This design comes from an exercise in tuning for small area, a short achievable clock period and few clock cycles on the open sky130 flow, not from production work. Function was checked by simulation only, so behaviour that the tests miss may differ from the original.

## run 1
Design lemire_core, start of the top module:
module lemire_core (
    input  wire        clk,
    input  wire        rst,
    input  wire        cmd_valid,
    output wire        cmd_ready,
    input  wire [31:0] cmd,
    input  wire [63:0] op0,
    input  wire [63:0] op1,
    output wire        rsp_valid,
    input  wire        rsp_ready,
    output wire [3:0]  err,
    output wire [63:0] res0,
    output wire [63:0] res1,
    output wire        eng_req,
    input  wire        eng_valid,
    input  wire [31:0] eng_data
);
For scale: ~9800 cells after synthesis, roughly 330 I/O pins, about 93000 um^2 of cells after synthesis.
clock: 18.0 ns
lec_check: 0
cap_margin: 20
core_margin: 2
core_utilization: 40
setup_slack_margin: 0.5
slew_margin: 20
synth_hierarchical: 1
run.sh (not shown) runs the stock make flow with config.mk's settings and CLKGATE_MAP_FILE= SYNTH_SCRIPT=/design/flow/synth_recipe.tcl, a recipe that flattens the netlist after the stock synthesis.
Testbench counts of run 1, summed over its fixed seeds: cycles 7,491.
What run 2 does differently from run 1 at the input level:
diff --git a/flow/design.v b/flow/design.v
--- a/flow/design.v
+++ b/flow/design.v
@@ -187,27 +187,29 @@
     wire dec_next = legal && (f_op == OP_NEXT) && gv;
     wire acc_word = cmd_fire && (dec_draw || dec_next);
     wire acc_ext  = cmd_fire && dec_ext;
     wire redraw   = (st == S_CHK) && chk_rej;
     wire ctx_next   = (st == S_WORD) ? wc_next   : 1'b1;
     wire ctx_w64    = (st == S_WORD) ? wc_w64    : cfg_w64;
     wire ctx_second = (st == S_WORD) ? wc_second : 1'b0;
     wire ctx_mul    = ctx_next && !dist_zero;         
-    assign eng_req = ((st == S_WORD) && (e_ok || !ctx_mul)) || (redraw && e_ok);
+    assign eng_req = (st == S_WORD) && (e_ok || !ctx_mul);
     wire   eng_fire = eng_req && eng_valid;
     wire   mul_word = eng_fire && ctx_mul;
     wire ex = (st == S_EX1) || (st == S_EX2);
     wire [95:0]  mul_c = mc_en ? {reg_upper[31:0], reg_lower} :
                          mx_en ? {32'd0, reg_a} : 96'd0;
     wire [31:0]  mul_x = mx_en ? reg_e : 32'd0;
     wire [127:0] mul_m;
     lemire_mac u_mac (.one_i(enc_one), .two_i(enc_two), .neg_i(enc_neg),
                       .b(reg_r), .c(mul_c), .x(mul_x), .m(mul_m));
-    wire [31:0] enc_src = acc_ext ? op0[63:32] : (st == S_EX1) ? reg_lower[31:0] : eng_data;
+    wire        ext_pres = cmd_valid && (f_op == OP_EXTMUL) &&
+                           ((st == S_IDLE) || (st == S_RSP) || (st == S_CHK));
+    wire [31:0] enc_src = ext_pres ? op0[63:32] : (st == S_EX1) ? reg_lower[31:0] : eng_data;
     wire [50:0] enc_nxt = booth(enc_src);
     reg [63:0] d_smear;
     reg [6:0]  d_pos;
     integer i, k;
     always @(*) begin
         d_smear[63] = reg_dm1[63];
         for (i = 62; i >= 0; i = i - 1)
             d_smear[i] = d_smear[i+1] | reg_dm1[i];
@@ -225,17 +227,17 @@
     wire [64:0] thr_dbl  = {thr_rem, 1'b0};
     wire [64:0] thr_diff = ad_all[65:1];                     
     wire [63:0] thr_next = thr_diff[64] ? thr_dbl[63:0] : thr_diff[63:0];
     always @(posedge clk) begin
         reg_e   <= eng_data;
         enc_one <= enc_nxt[16:0];
         enc_two <= enc_nxt[33:17];
         enc_neg <= enc_nxt[50:34];
-        e_ok    <= eng_valid && !eng_fire && !acc_ext && (st != S_EX1) && !rst;
+        e_ok    <= eng_valid && !eng_fire && !ext_pres && (st != S_EX1) && !rst;
     end
     always @(posedge clk) begin
         if (rst) begin
             st       <= S_IDLE;
             gv       <= 1'b0;
             thrv     <= 1'b0;
             thr_nz   <= 1'b0;
             cfg      <= 6'd0;
@@ -351,17 +353,17 @@
             if (acc_word) begin
                 st        <= S_WORD;
                 wc_next   <= dec_next;
                 wc_w64    <= dec_next ? cfg_w64 : f_w;
                 wc_second <= 1'b0;
                 mx_en     <= 1'b1;
                 mc_en     <= 1'b0;
             end
-            if (redraw && !eng_fire) begin
+            if (redraw) begin
                 st        <= S_WORD;
                 wc_next   <= 1'b1;
                 wc_w64    <= cfg_w64;
                 wc_second <= 1'b0;
                 mc_en     <= 1'b0;
             end
             if (eng_req) begin
                 if (!eng_valid) begin
## What came out
Setup slack in run 2 vs run 1: up 190 ps. Between run 2 and run 1, the difference in mean instance size in the synthesized netlist is negligible. [run 2] met1 demand-to-capacity share in global routing fell 1.0 points relative to run 1. Run 2 vs. run 1: final instance count without filler cells fell 80, initial antenna violation count rose 6, worst slew margin relative to its limit fell 1.6 points. All of run 2 and run 1 finish clean. Run 2 and run 1 ended up with roughly the same synthesized cell count. Post-layout instance area across run 2 and run 1: no real change. The number of non-clock inverters in the layout in run 1 is 1.06 times that in run 2. Wire: run 2 routes more than run 1. Cmp run 2 vs run 1: routability congestion estimate lower in run 2.
Testbench counts of run 2, summed over its fixed seeds: cycles 7,511.

==> separate check: timing with driven ports <==
In the flow no input, the clock included, has a driving cell. The finished layouts below were timed again as built, in two steps.
Step 1 sets driving cells, clkbuf_16 on the clock port and buf_2 on the other inputs (assumed; they add their load-dependent delay and slew).
Step 2 adds t to the input delays and takes it off the output delays; t is the mean of the earliest and latest rising clock arrival at the registers after step 1. Input paths then give back, and output paths get back, about the clock's delay inside the block.
Three values: ideal, step 1, step 2; two values: the first two.
| run | t (ns) | setup slack, ns | slew at the worst register clock pin (ns) | worst data-port slew with drivers (ns) |
|---|---|---|---|---|
| run 1 | 0.803 | 8.418 / 8.324 / 8.553 | 0.08 / 0.08 | 0.11 |
| run 2 | 0.809 | 8.608 / 8.523 / 8.453 | 0.08 / 0.08 | 0.13 |
After both steps every run listed still meets setup and hold. The setup slack of run 2, which loses most, moves by -0.085 ns with the drivers and by -0.155 ns with both steps.
